This is an optimization exercise on Yosys and OpenROAD, whose aim is small area, a short achievable clock period and few clock cycles, not a production implementation. Where RTL was checked, it was by simulation tests only, not by an equivalence proof against the original.

==> trial 24: inputs <==
Design vpha_hash, start of the top module:
module vpha_hash (
    input  wire         clk,
    input  wire         rst,        
    input  wire         start,      
    input  wire [31:0]  len,        
    output reg          busy,
    output reg          done,
    output wire [31:0]  result,
    output reg          rd_req,
    output wire [31:0]  rd_addr,    
    output wire [5:0]   rd_len,     
    input  wire         rd_ready,
    input  wire         rd_valid,
    input  wire [255:0] rd_data     
);
==> module vpha_hash, before the edit <==
module vpha_hash (
    input  wire         clk,
    input  wire         rst,        
    input  wire         start,      
    input  wire [31:0]  len,        
    output reg          busy,
    output reg          done,
    output wire [31:0]  result,
    output reg          rd_req,
    output wire [31:0]  rd_addr,    
    output wire [5:0]   rd_len,     
    input  wire         rd_ready,
    input  wire         rd_valid,
    input  wire [255:0] rd_data     
);
    reg [31:0]  h;             
    reg [1:0]   m;             
    reg [27:0]  blk;           
    reg [27:0]  rhi;           
    reg [3:0]   llo;           
    reg [2:0]   qlast;         
    reg         nslot;         
    reg         fdone;         
    reg         flast;         
    reg         fin;           
    reg         outst;         
    reg         lds;           
    reg [127:0] buf0, buf1;    
    reg [1:0]   full;          
    reg [4:0]   rlen;          
    reg [2:0]   p;             
    reg         pdone;         
    reg [23:0]  prev;          
    reg [31:0]  x0, x1;        
    reg         xv, xl;        
    assign result  = h;
    assign rd_addr = {blk, 4'd0};
    assign rd_len  = {1'b0, rlen};
    wire [255:0] bufw = {buf1, buf0};
    wire [31:0]  w    = bufw[32*p +: 32];
    wire [7:0] w0 = w[7:0],    w1 = w[15:8],  w2 = w[23:16], w3 = w[31:24];
    wire [7:0] p1 = prev[7:0], p2 = prev[15:8], p3 = prev[23:16];
    reg  [7:0] v0, v1, v2, v3;
    always @(*) begin
        case (m)
            2'd0:    begin v0 = w0; v1 = w1; v2 = w2; v3 = w3; end
            2'd1:    begin v0 = p3; v1 = w0; v2 = w1; v3 = w2; end
            2'd2:    begin v0 = p2; v1 = p3; v2 = w0; v3 = w1; end
            default: begin v0 = p1; v1 = p2; v2 = p3; v3 = w0; end
        endcase
    end
    wire [31:0] x0_n, x1_n;
    wire [31:0] h_n;
    vpha_word_sum  u_ws (.v0(v0), .v1(v1), .v2(v2), .v3(v3), .s0(x0_n), .s1(x1_n));
    vpha_state_sum u_ss (.h(h), .x0(x0), .x1(x1), .s(h_n));
    wire go    = busy & full[p[2]] & ~pdone;        
    wire wlast = fin & (p == qlast);                
    wire       vld    = rd_valid & outst;
    wire       full0a = vld & ~lds | full[0] & ~(go & (p == 3'd3));
    wire       full1a = vld &  lds | full[1] & ~(go & (p == 3'd7));
    wire [2:0] p_a    = go ? p + 3'd1 : p;
    wire       slot_free = nslot ? (~full1a | (p_a[2] & p_a[1]))
                                 : (~full0a | (~p_a[2] & p_a[1]));
    wire       can_req = busy & ~fdone & ~rd_req & (~outst | rd_valid) & slot_free;
    wire       r1     = (rhi == 28'd1);
    wire       r2     = (rhi == 28'd2);
    wire       last   = r1 | (r2 & (llo == 4'd0));    
    always @(posedge clk) begin
        xv <= go & ~rst;
        xl <= wlast;
        x0 <= x0_n;
        x1 <= x1_n;
    end
    always @(posedge clk) begin
        if (vld & ~lds) buf0 <= rd_data[127:0];
        if (vld &  lds) buf1 <= rd_data[127:0];
    end
    always @(posedge clk) begin
        if (rst) begin
            busy   <= 1'b0;
            done   <= 1'b0;
            rd_req <= 1'b0;
            outst  <= 1'b0;
            full   <= 2'b00;
            fdone  <= 1'b1;
            pdone  <= 1'b1;
        end else if (start & ~busy) begin
            done  <= (len == 32'd0);
            busy  <= (len != 32'd0);
            m     <= -len[1:0];
            case (len[1:0])
                2'd0:    h <= 32'h00000001;    
                2'd3:    h <= 32'hBDEF7BDF;    
                2'd2:    h <= 32'hCC520C41;    
                default: h <= 32'hD50AE79F;    
            endcase
            blk   <= 28'd0;
            rhi   <= len[31:4];
            llo   <= len[3:0];
            qlast <= len[4:2] - {2'b00, (len[1:0] == 2'd0)};
            nslot <= 1'b1;
            fin   <= 1'b0;
            full  <= 2'b00;
            p     <= 3'd0;
            pdone <= (len == 32'd0);
            prev  <= 24'd0;
            rd_req <= (len != 32'd0);
            rlen  <= (len[31:4] != 28'd0) ? 5'd16 : {1'b0, len[3:0]};
            lds   <= 1'b0;
            fdone <= (len[31:4] == 28'd0) | ((len[31:4] == 28'd1) & (len[3:0] == 4'd0));
            flast <= (len[31:4] == 28'd0) | ((len[31:4] == 28'd1) & (len[3:0] == 4'd0));
        end else begin
            if (go) begin
                prev <= w[31:8];
                p    <= p + 3'd1;
                if (wlast) pdone <= 1'b1;
            end
            if (xv) begin
                h <= h_n;
                if (xl) begin
                    busy <= 1'b0;
                    done <= 1'b1;
                end
            end
            full <= {full1a, full0a};
            if (vld) begin
                outst <= 1'b0;
                if (flast) fin <= 1'b1;
            end
            if (rd_req & rd_ready) begin
                rd_req <= 1'b0;
                outst  <= 1'b1;
            end
            if (can_req) begin
                rd_req <= 1'b1;
                rlen   <= r1 ? {1'b0, llo} : 5'd16;
                lds    <= nslot;
                nslot  <= ~nslot;
                flast  <= last;
                fdone  <= last;
                blk    <= blk + 28'd1;
                rhi    <= rhi - 28'd1;
            end
        end
    end
endmodule
==> flow/config.mk <==
export PLATFORM = sky130hd
export DESIGN_NAME = vpha_hash
export DESIGN_NICKNAME = vpha_hash
export VERILOG_FILES = /design/flow/design.v
export SDC_FILE = /design/flow/constraint.sdc
export NUM_CORES = 4
export LEC_CHECK = 0
export ABC_CLOCK_PERIOD_IN_PS = 3000
export CAP_MARGIN = 20
export CORE_MARGIN = 2
export CORE_UTILIZATION = 60
export SLEW_MARGIN = 20
export TNS_END_PERCENT = 0
==> flow/constraint.sdc <==
create_clock -name core_clock -period 12.0 [get_ports {clk}]
set_input_delay 2.4000 -clock core_clock [delete_from_list [all_inputs] [get_ports {clk}]]
set_output_delay 2.4000 -clock core_clock [all_outputs]
set_load 0.01 [all_outputs]
standard.sh (not shown) runs the stock make flow with config.mk's settings and CLKGATE_MAP_FILE= SYNTH_SCRIPT=/design/flow/synth_recipe.tcl, a recipe that flattens the netlist after the stock synthesis.
==> flow/flow/run.sh <==
#!/bin/bash
set -euo pipefail
bash standard.sh SETUP_SLACK_MARGIN=8.5 finish > make_finish.log 2>&1
==> build 11: changes against trial 24 <==
- PLACE_DENSITY: unset -> 0.75
==> build 19: changes against trial 24 <==
--- a/flow/design.v
+++ b/flow/design.v
@@ -15,5 +15,4 @@
 );
     reg [31:0]  h;             
-    reg [1:0]   m;             
     reg [27:0]  blk;           
     reg [27:0]  rhi;           
@@ -22,17 +21,16 @@
     reg         nslot;         
     reg         fdone;         
-    reg         flast;         
-    reg         fin;           
     reg         outst;         
-    reg         lds;           
     reg [127:0] buf0, buf1;    
     reg [1:0]   full;          
     reg [4:0]   rlen;          
     reg [2:0]   p;             
-    reg         pdone;         
     reg [23:0]  prev;          
     reg [31:0]  x0, x1;        
     reg         xv, xl;        
     assign result  = h;
+    wire [1:0] m   = -llo[1:0];                 
+    wire       lds = ~nslot;                    
+    wire       fin = fdone & ~outst & ~rd_req;  
     assign rd_addr = {blk, 4'd0};
     assign rd_len  = {1'b0, rlen};
@@ -54,5 +52,5 @@
     vpha_word_sum  u_ws (.v0(v0), .v1(v1), .v2(v2), .v3(v3), .s0(x0_n), .s1(x1_n));
     vpha_state_sum u_ss (.h(h), .x0(x0), .x1(x1), .s(h_n));
-    wire go    = busy & full[p[2]] & ~pdone;        
+    wire go    = busy & full[p[2]] & ~(xv & xl);   
     wire wlast = fin & (p == qlast);                
     wire       vld    = rd_valid & outst;
@@ -60,6 +58,8 @@
     wire       full1a = vld &  lds | full[1] & ~(go & (p == 3'd7));
     wire [2:0] p_a    = go ? p + 3'd1 : p;
-    wire       slot_free = nslot ? (~full1a | (p_a[2] & p_a[1]))
-                                 : (~full0a | (~p_a[2] & p_a[1]));
+    wire       full0r = full[0] & ~(go & (p == 3'd3));
+    wire       full1r = full[1] & ~(go & (p == 3'd7));
+    wire       slot_free = nslot ? (~full1r | (p_a[2] & p_a[1]))
+                                 : (~full0r | (~p_a[2] & p_a[1]));
     wire       can_req = busy & ~fdone & ~rd_req & (~outst | rd_valid) & slot_free;
     wire       r1     = (rhi == 28'd1);
@@ -84,9 +84,7 @@
             full   <= 2'b00;
             fdone  <= 1'b1;
-            pdone  <= 1'b1;
         end else if (start & ~busy) begin
             done  <= (len == 32'd0);
             busy  <= (len != 32'd0);
-            m     <= -len[1:0];
             case (len[1:0])
                 2'd0:    h <= 32'h00000001;    
@@ -100,19 +98,14 @@
             qlast <= len[4:2] - {2'b00, (len[1:0] == 2'd0)};
             nslot <= 1'b1;
-            fin   <= 1'b0;
             full  <= 2'b00;
             p     <= 3'd0;
-            pdone <= (len == 32'd0);
             prev  <= 24'd0;
             rd_req <= (len != 32'd0);
             rlen  <= (len[31:4] != 28'd0) ? 5'd16 : {1'b0, len[3:0]};
-            lds   <= 1'b0;
             fdone <= (len[31:4] == 28'd0) | ((len[31:4] == 28'd1) & (len[3:0] == 4'd0));
-            flast <= (len[31:4] == 28'd0) | ((len[31:4] == 28'd1) & (len[3:0] == 4'd0));
         end else begin
             if (go) begin
                 prev <= w[31:8];
                 p    <= p + 3'd1;
-                if (wlast) pdone <= 1'b1;
             end
             if (xv) begin
@@ -126,5 +119,4 @@
             if (vld) begin
                 outst <= 1'b0;
-                if (flast) fin <= 1'b1;
             end
             if (rd_req & rd_ready) begin
@@ -135,7 +127,5 @@
                 rd_req <= 1'b1;
                 rlen   <= r1 ? {1'b0, llo} : 5'd16;
-                lds    <= nslot;
                 nslot  <= ~nslot;
-                flast  <= last;
                 fdone  <= last;
                 blk    <= blk + 28'd1;
- CORE_UTILIZATION: 60 -> 65
- CTS_CLUSTER_DIAMETER: unset -> 110
- CTS_CLUSTER_SIZE: unset -> 25
==> summary of the runs <==
Build 19 finished clean. Trial 24 completed with no timing, DRC or antenna violations. Build 11 finished with timing, DRC and antenna clean.
First-iteration DRC count: trial 24 < build 19 < build 11.
In build 11 the synthesized cell count is lower than in build 19, by about 0.8%.
Testbench counts of build 19, summed over its fixed seeds: cycles 23,130.
For trial 24 and build 11, only the layout was checked, not whether the RTL still works.

[port drivers added, routing unchanged]
In the flow no input, the clock included, has a driving cell. The finished layouts below were timed again as built, in two steps.
Step 1 sets driving cells, clkbuf_16 on the clock port and buf_2 on the other inputs (assumed; they add their load-dependent delay and slew).
Step 2 times the ports against the registers' clock, not the clock port: input delays grow and output delays shrink by t, the midpoint of the rising clock arrivals with the driver on.
Three values: ideal ports, drivers, drivers and shift; two values: the first two.
| run | t (ns) | setup WS [ns] | hold WS [ns] | latest minus earliest clock arrival (ns) | slew at the worst register clock pin (ns) |
|---|---|---|---|---|---|
| trial 24 | 0.623 | 7.430 / 7.430 / 6.960 | 0.473 / 0.473 / 0.473 | 0.019 / 0.019 | 0.07 / 0.07 |
| build 11 | 0.627 | 7.494 / 7.494 / 6.945 | 0.490 / 0.490 / 0.490 | 0.028 / 0.028 | 0.06 / 0.06 |
| build 19 | 0.598 | 7.559 / 7.559 / 7.064 | 0.499 / 0.499 / 0.499 | 0.019 / 0.020 | 0.10 / 0.10 |
After both steps setup and hold are still met in every run listed. The setup slack of build 11, which loses most, moves by 0.000 ns with the drivers and by -0.549 ns with both steps.
